This is an optimization exercise on Yosys and OpenROAD, whose aim is small area, a short achievable clock period and few clock cycles, not a production implementation. RTL that was checked went through simulation tests only; none was proved equivalent to the original. No activity file was given, so power comes from the tool's default toggle rates.

== v6 ==
==> flow/design.v <==
module tslcf_deframer (
    input  wire       clk,
    input  wire       rst,
    input  wire       in_valid,
    output wire       in_ready,
    input  wire [1:0] in_kind,
    input  wire [7:0] in_data,
    output reg        b_valid,    
    output reg        e_valid,    
    output reg        a_valid,    
    output reg        fe_first,   
    output reg  [7:0] op_byte
);
    localparam [1:0] K_DATA  = 2'd0,
                     K_EOS   = 2'd1,
                     K_ABORT = 2'd2;
    localparam [1:0] HUNT0 = 2'd0,   
                     HUNT1 = 2'd1,   
                     BODY0 = 2'd2,   
                     BODY1 = 2'd3;   
    reg  [1:0] state;
    reg        pend_end;    
    reg        rdy;         
    assign in_ready = rdy;
    wire take   = in_valid && !fe_first;
    wire is_esc = (in_data == 8'hFE);
    wire is_stx = (in_data == 8'h02);
    always @(posedge clk) begin
        if (!fe_first)
            op_byte <= in_data;
    end
    wire k_data  = !in_kind[1] && !in_kind[0];
    wire k_eos   = !in_kind[1] &&  in_kind[0];
    wire k_abort =  in_kind[1] && !in_kind[0];
    wire s_hunt1 = (state == HUNT1);
    wire s_body0 = (state == BODY0);
    wire s_body1 = (state == BODY1);
    wire in_body = state[1];
    wire t_data  = take && k_data;
    wire t_stop  = take && (k_eos || k_abort);    
    reg [1:0] state_n;
    always @(*) begin
        state_n = state;
        if (t_stop)
            state_n = HUNT0;
        else if (t_data) begin
            case (state)
                HUNT0: if (is_esc) state_n = HUNT1;
                HUNT1: if (is_stx) state_n = BODY0; else if (!is_esc) state_n = HUNT0;
                BODY0: if (is_esc) state_n = BODY1;
                default: state_n = BODY0;
            endcase
        end
    end
    wire lone_x  = t_data && s_body1 && !is_esc && !is_stx;
    wire lone_e  = take && k_eos && s_body1;
    wire fe_n    = lone_x || lone_e;
    wire pend_n  = fe_n ? lone_e : pend_end;
    wire b_n     = fe_first ? !pend_end
                 : (t_data && ((s_body0 && !is_esc) || (s_body1 && !is_stx))) || lone_e;
    wire e_n     = fe_first ? pend_end
                 : (t_data && s_body1 && is_stx) || (take && k_eos && s_body0);
    wire a_n     = !fe_first && take && k_abort && in_body;
    always @(posedge clk) begin
        pend_end <= pend_n;
        if (rst) begin
            state    <= HUNT0;
            b_valid  <= 1'b0;
            e_valid  <= 1'b0;
            a_valid  <= 1'b0;
            fe_first <= 1'b0;
            rdy      <= 1'b1;
        end else begin
            state    <= state_n;
            b_valid  <= b_n;
            e_valid  <= e_n;
            a_valid  <= a_n;
            fe_first <= fe_n;
            rdy      <= !fe_n;
        end
    end
endmodule
module tslcf_parser (
    input  wire        clk,
    input  wire        rst,
    input  wire        b_valid,
    input  wire        e_valid,
    input  wire        a_valid,
    input  wire        fe_first,
    input  wire [7:0]  op_byte,
    output reg         out_valid,
    output reg  [3:0]  out_tag,
    output reg  [15:0] out_data
);
    localparam [2:0] F_PBC    = 3'd1,
                     F_VERFLG = 3'd2,
                     F_SCREEN = 3'd3,
                     F_INDEX  = 3'd4,
                     F_CW     = 3'd5,
                     F_TLEN   = 3'd6;
    localparam [2:0] S_OK          = 3'd0,
                     S_TOOSHORT    = 3'd1,
                     S_LENMISMATCH = 3'd2,
                     S_TRUNCATED   = 3'd3,
                     S_UNSUPPORTED = 3'd4,
                     S_ABORTED     = 3'd5;
    reg  [2:0]  field;       
    reg         half;        
    reg         text;        
    reg         stop;        
    reg  [15:0] text_nleft;  
    reg  [15:0] len_nleft;   
    reg         len_over;    
    wire [15:0] text_inc, len_inc;
    assign text_inc[0] = !text_nleft[0];
    assign len_inc[0]  = !len_nleft[0];
    genvar gi;
    generate
        for (gi = 1; gi < 16; gi = gi + 1) begin : g_inc
            assign text_inc[gi] = text_nleft[gi] ^ (&text_nleft[gi-1:0]);
            assign len_inc[gi]  = len_nleft[gi]  ^ (&len_nleft[gi-1:0]);
        end
    endgenerate
    wire [7:0]  lo_byte = out_data[7:0];      
    wire [7:0]  byte_in = fe_first ? 8'hFE : op_byte;
    wire [15:0] field16 = {byte_in, lo_byte};
    wire f_pbc  = (field == F_PBC);
    wire f_cw   = (field == F_CW);
    wire f_tlen = (field == F_TLEN);
    wire header = (field == F_PBC) || (field == F_VERFLG) || (field == F_SCREEN);
    wire ev_text = b_valid && text;
    wire ev_lo   = b_valid && !text && !stop && !half;
    wire ev_hi   = b_valid && !text && !stop && half;
    wire ev_end  = e_valid || a_valid;
    reg  [2:0]  status;
    always @(*) begin
        if (a_valid)
            status = S_ABORTED;
        else if (header)
            status = S_TOOSHORT;
        else if (len_over || len_nleft != 16'hFFFF)
            status = S_LENMISMATCH;
        else if (stop)
            status = S_UNSUPPORTED;
        else if (field == F_INDEX && !half && !text)
            status = S_OK;
        else
            status = S_TRUNCATED;
    end
    always @(posedge clk) begin
        if (rst)
            out_valid <= 1'b0;
        else
            out_valid <= ev_text || ev_hi || ev_end;
        out_tag[3]     <= ev_end;
        out_tag[2:0]   <= ev_end ? 3'd0 : ev_hi ? field : 3'd7;
        out_data[15:8] <= ev_hi ? byte_in : 8'd0;
        if (ev_end)
            out_data[7:0] <= {5'd0, status};
        else if (ev_text || ev_lo)
            out_data[7:0] <= byte_in;
    end
    always @(posedge clk) begin
        if (rst || ev_end) begin
            field <= F_PBC;
            half  <= 1'b0;
            text  <= 1'b0;
            stop  <= 1'b0;
        end else if (ev_text) begin
            text <= (text_nleft[15:1] != 15'h7FFF);
        end else if (ev_lo) begin
            half <= 1'b1;
        end else if (ev_hi) begin
            half <= 1'b0;
            case (field)
                F_PBC:    field <= F_VERFLG;
                F_VERFLG: field <= F_SCREEN;
                F_CW: begin
                    field <= F_TLEN;
                    stop  <= byte_in[7];
                end
                F_TLEN: begin
                    field <= F_INDEX;
                    text  <= (field16 != 16'd0);
                end
                F_SCREEN: field <= F_INDEX;
                default:  field <= F_CW;            
            endcase
        end
    end
    always @(posedge clk) begin
        if (ev_text)
            text_nleft <= text_inc;
        else if (ev_hi && f_tlen)
            text_nleft <= ~field16;
    end
    always @(posedge clk) begin
        if (b_valid) begin
            if (ev_hi && f_pbc) begin
                len_nleft <= ~field16;
                len_over  <= 1'b0;
            end else begin
                len_nleft <= len_inc;
                if (len_nleft == 16'hFFFF)
                    len_over <= 1'b1;
            end
        end
    end
endmodule
module tslcf_rx (
    input  wire        clk,
    input  wire        rst,
    input  wire        in_valid,
    output wire        in_ready,
    input  wire [1:0]  in_kind,
    input  wire [7:0]  in_data,
    output wire        out_valid,
    output wire [3:0]  out_tag,
    output wire [15:0] out_data
);
    wire       b_valid;
    wire       e_valid;
    wire       a_valid;
    wire       fe_first;
    wire [7:0] op_byte;
    tslcf_deframer u_deframer (
        .clk      (clk),
        .rst      (rst),
        .in_valid (in_valid),
        .in_ready (in_ready),
        .in_kind  (in_kind),
        .in_data  (in_data),
        .b_valid  (b_valid),
        .e_valid  (e_valid),
        .a_valid  (a_valid),
        .fe_first (fe_first),
        .op_byte  (op_byte)
    );
    tslcf_parser u_parser (
        .clk       (clk),
        .rst       (rst),
        .b_valid   (b_valid),
        .e_valid   (e_valid),
        .a_valid   (a_valid),
        .fe_first  (fe_first),
        .op_byte   (op_byte),
        .out_valid (out_valid),
        .out_tag   (out_tag),
        .out_data  (out_data)
    );
endmodule
Settings: LEC_CHECK=0, CAP_MARGIN=20, CORE_MARGIN=2, CORE_UTILIZATION=65, PLACE_DENSITY=0.75, SETUP_SLACK_MARGIN=2.2, SLEW_MARGIN=20, TNS_END_PERCENT=100; clock period 4.0 ns.
standard.sh (not shown) runs the stock make flow with config.mk's settings and CLKGATE_MAP_FILE= SYNTH_SCRIPT=/design/flow/synth_recipe.tcl, a recipe that flattens the netlist after the stock synthesis.
==> flow/flow/run.sh <==
#!/bin/bash
# Standard layout, with plain buffers (not delay cells) on the ports.
set -euo pipefail
export BUFFER_PORTS_ARGS="-buffer_cell sky130_fd_sc_hd__buf_2"
bash standard.sh > flow.log 2>&1
Testbench counts of v6, summed over its fixed seeds: cycles 14,627.
Here is what was changed in the inputs of v7 compared with v6.
-- flow/design.v --
<<< v6, line 109
    reg         text;        
    reg         stop;        
    reg  [15:0] text_nleft;  
    reg  [15:0] len_nleft;   
    reg         len_over;    
    wire [15:0] text_inc, len_inc;
    assign text_inc[0] = !text_nleft[0];
    assign len_inc[0]  = !len_nleft[0];
    genvar gi;
    generate
        for (gi = 1; gi < 16; gi = gi + 1) begin : g_inc
            assign text_inc[gi] = text_nleft[gi] ^ (&text_nleft[gi-1:0]);
            assign len_inc[gi]  = len_nleft[gi]  ^ (&len_nleft[gi-1:0]);
        end
    endgenerate
    wire [7:0]  lo_byte = out_data[7:0];      
    wire [7:0]  byte_in = fe_first ? 8'hFE : op_byte;
    wire [15:0] field16 = {byte_in, lo_byte};
    wire f_pbc  = (field == F_PBC);
    wire f_cw   = (field == F_CW);
    wire f_tlen = (field == F_TLEN);
    wire header = (field == F_PBC) || (field == F_VERFLG) || (field == F_SCREEN);
>>> v7, line 109
    reg         text;        
    reg         stop;        
    reg  [15:0] text_left;
    reg  [15:0] len_left;    
    reg         len_over;    
    wire [7:0]  byte_in = fe_first ? 8'hFE : op_byte;
    wire [7:0]  lo_byte = text_left[7:0];
    wire [15:0] text_dec, len_dec;
    assign text_dec[0] = !text_left[0];
    assign len_dec[0]  = !len_left[0];
    genvar gi;
    generate
        for (gi = 1; gi < 16; gi = gi + 1) begin : g_dec
            assign text_dec[gi] = text_left[gi] ^ !(|text_left[gi-1:0]);
            assign len_dec[gi]  = len_left[gi]  ^ !(|len_left[gi-1:0]);
        end
    endgenerate
    wire f_pbc  = (field == F_PBC);
    wire f_tlen = (field == F_TLEN);
    wire header = (field == F_PBC) || (field == F_VERFLG) || (field == F_SCREEN);
<<< v6, line 139
        else if (header)
            status = S_TOOSHORT;
        else if (len_over || len_nleft != 16'hFFFF)
            status = S_LENMISMATCH;
        else if (stop)
>>> v7, line 137
        else if (header)
            status = S_TOOSHORT;
        else if (len_over || len_left != 16'd0)
            status = S_LENMISMATCH;
        else if (stop)
<<< v6, line 156
        out_tag[2:0]   <= ev_end ? 3'd0 : ev_hi ? field : 3'd7;
        out_data[15:8] <= ev_hi ? byte_in : 8'd0;
        if (ev_end)
            out_data[7:0] <= {5'd0, status};
        else if (ev_text || ev_lo)
            out_data[7:0] <= byte_in;
    end
    always @(posedge clk) begin
>>> v7, line 154
        out_tag[2:0]   <= ev_end ? 3'd0 : ev_hi ? field : 3'd7;
        out_data[15:8] <= ev_hi ? byte_in : 8'd0;
        out_data[7:0]  <= ev_end ? {5'd0, status} : ev_hi ? lo_byte : byte_in;
    end
    always @(posedge clk) begin
<<< v6, line 168
            stop  <= 1'b0;
        end else if (ev_text) begin
            text <= (text_nleft[15:1] != 15'h7FFF);
        end else if (ev_lo) begin
            half <= 1'b1;
>>> v7, line 163
            stop  <= 1'b0;
        end else if (ev_text) begin
            text <= (text_left[15:1] != 15'd0);
        end else if (ev_lo) begin
            half <= 1'b1;
<<< v6, line 176
                F_PBC:    field <= F_VERFLG;
                F_VERFLG: field <= F_SCREEN;
                F_CW: begin
                    field <= F_TLEN;
                    stop  <= byte_in[7];
                end
                F_TLEN: begin
                    field <= F_INDEX;
                    text  <= (field16 != 16'd0);
                end
                F_SCREEN: field <= F_INDEX;
                default:  field <= F_CW;            
            endcase
        end
>>> v7, line 171
                F_PBC:    field <= F_VERFLG;
                F_VERFLG: field <= F_SCREEN;
                F_SCREEN: field <= F_INDEX;
                F_INDEX:  field <= F_CW;
                F_CW: begin
                    field <= F_TLEN;
                    stop  <= byte_in[7];
                end
                default: begin    
                    field <= F_INDEX;
                    text  <= (byte_in != 8'd0) || (lo_byte != 8'd0);
                end
            endcase
        end
<<< v6, line 191
    always @(posedge clk) begin
        if (ev_text)
            text_nleft <= text_inc;
        else if (ev_hi && f_tlen)
            text_nleft <= ~field16;
    end
    always @(posedge clk) begin
        if (b_valid) begin
            if (ev_hi && f_pbc) begin
                len_nleft <= ~field16;
                len_over  <= 1'b0;
            end else begin
                len_nleft <= len_inc;
                if (len_nleft == 16'hFFFF)
                    len_over <= 1'b1;
            end
>>> v7, line 186
    always @(posedge clk) begin
        if (ev_text)
            text_left <= text_dec;
        else if (ev_lo)
            text_left[7:0] <= byte_in;
        else if (ev_hi && f_tlen)
            text_left[15:8] <= byte_in;
    end
    always @(posedge clk) begin
        if (b_valid) begin
            if (f_pbc && !half) begin
                len_left[7:0] <= byte_in;
            end else if (f_pbc) begin
                len_left[15:8] <= byte_in;
                len_over       <= 1'b0;
            end else begin
                len_left <= len_dec;
                if (len_left == 16'd0)
                    len_over <= 1'b1;
            end
==> comparison <==
Re met1 usage in global routing: v7 and v6 aren't equal, and the higher value belongs to v7. Max post-route fraction of the period consumed by the critical path across v7 and v6: v7. The lower fraction of area in multi-input gates came out of v6. Number of global-route vias before repair delta (v6 -> v7): insignificant. Area share of and/or/nand/nor cells after synthesis (v7 over v6): decrease, 1.6 points. Synthesized area, v7 and v6: lower on v6. In v7, the power dissipated by switching net loads came out 9.7% above the value in v6. Row synthesized-area fraction occupied by ao, oa, aoi and oai cells: v7 higher / v6 lower.
Only the layout flow was run in v7; the RTL was not checked for function there.

## port drivers added, routing unchanged
Ports are ideal in the flow. The routed layouts listed here were re-timed in OpenROAD.
Step 1 sets driving cells, clkbuf_16 on the clock port and buf_2 on the other inputs (assumed; they add their load-dependent delay and slew).
Step 2 moves the port delays by t, midway between the first and last clock arrival at a register: inputs arrive t later, outputs are due t later. That takes back most of the time a late clock gives input paths.
a / b / c = ideal / step 1 / step 2; a / b = the first two.
run | shift t [ns] | slack for setup (ns) | worst register clock-pin slew, ns | worst data-port slew with drivers (ns) | pins driven straight from the clock port
v6 | 0.371 | 2.222 / 2.193 / 1.856 | 0.08 / 0.08 | 0.05 | 1
v7 | 0.374 | 1.902 / 1.902 / 1.792 | 0.08 / 0.08 | 0.05 | 1
After both steps every run listed still meets setup and hold. For v6, which loses most, drivers alone change the setup slack by -0.029 ns; drivers and shift together by -0.366 ns.
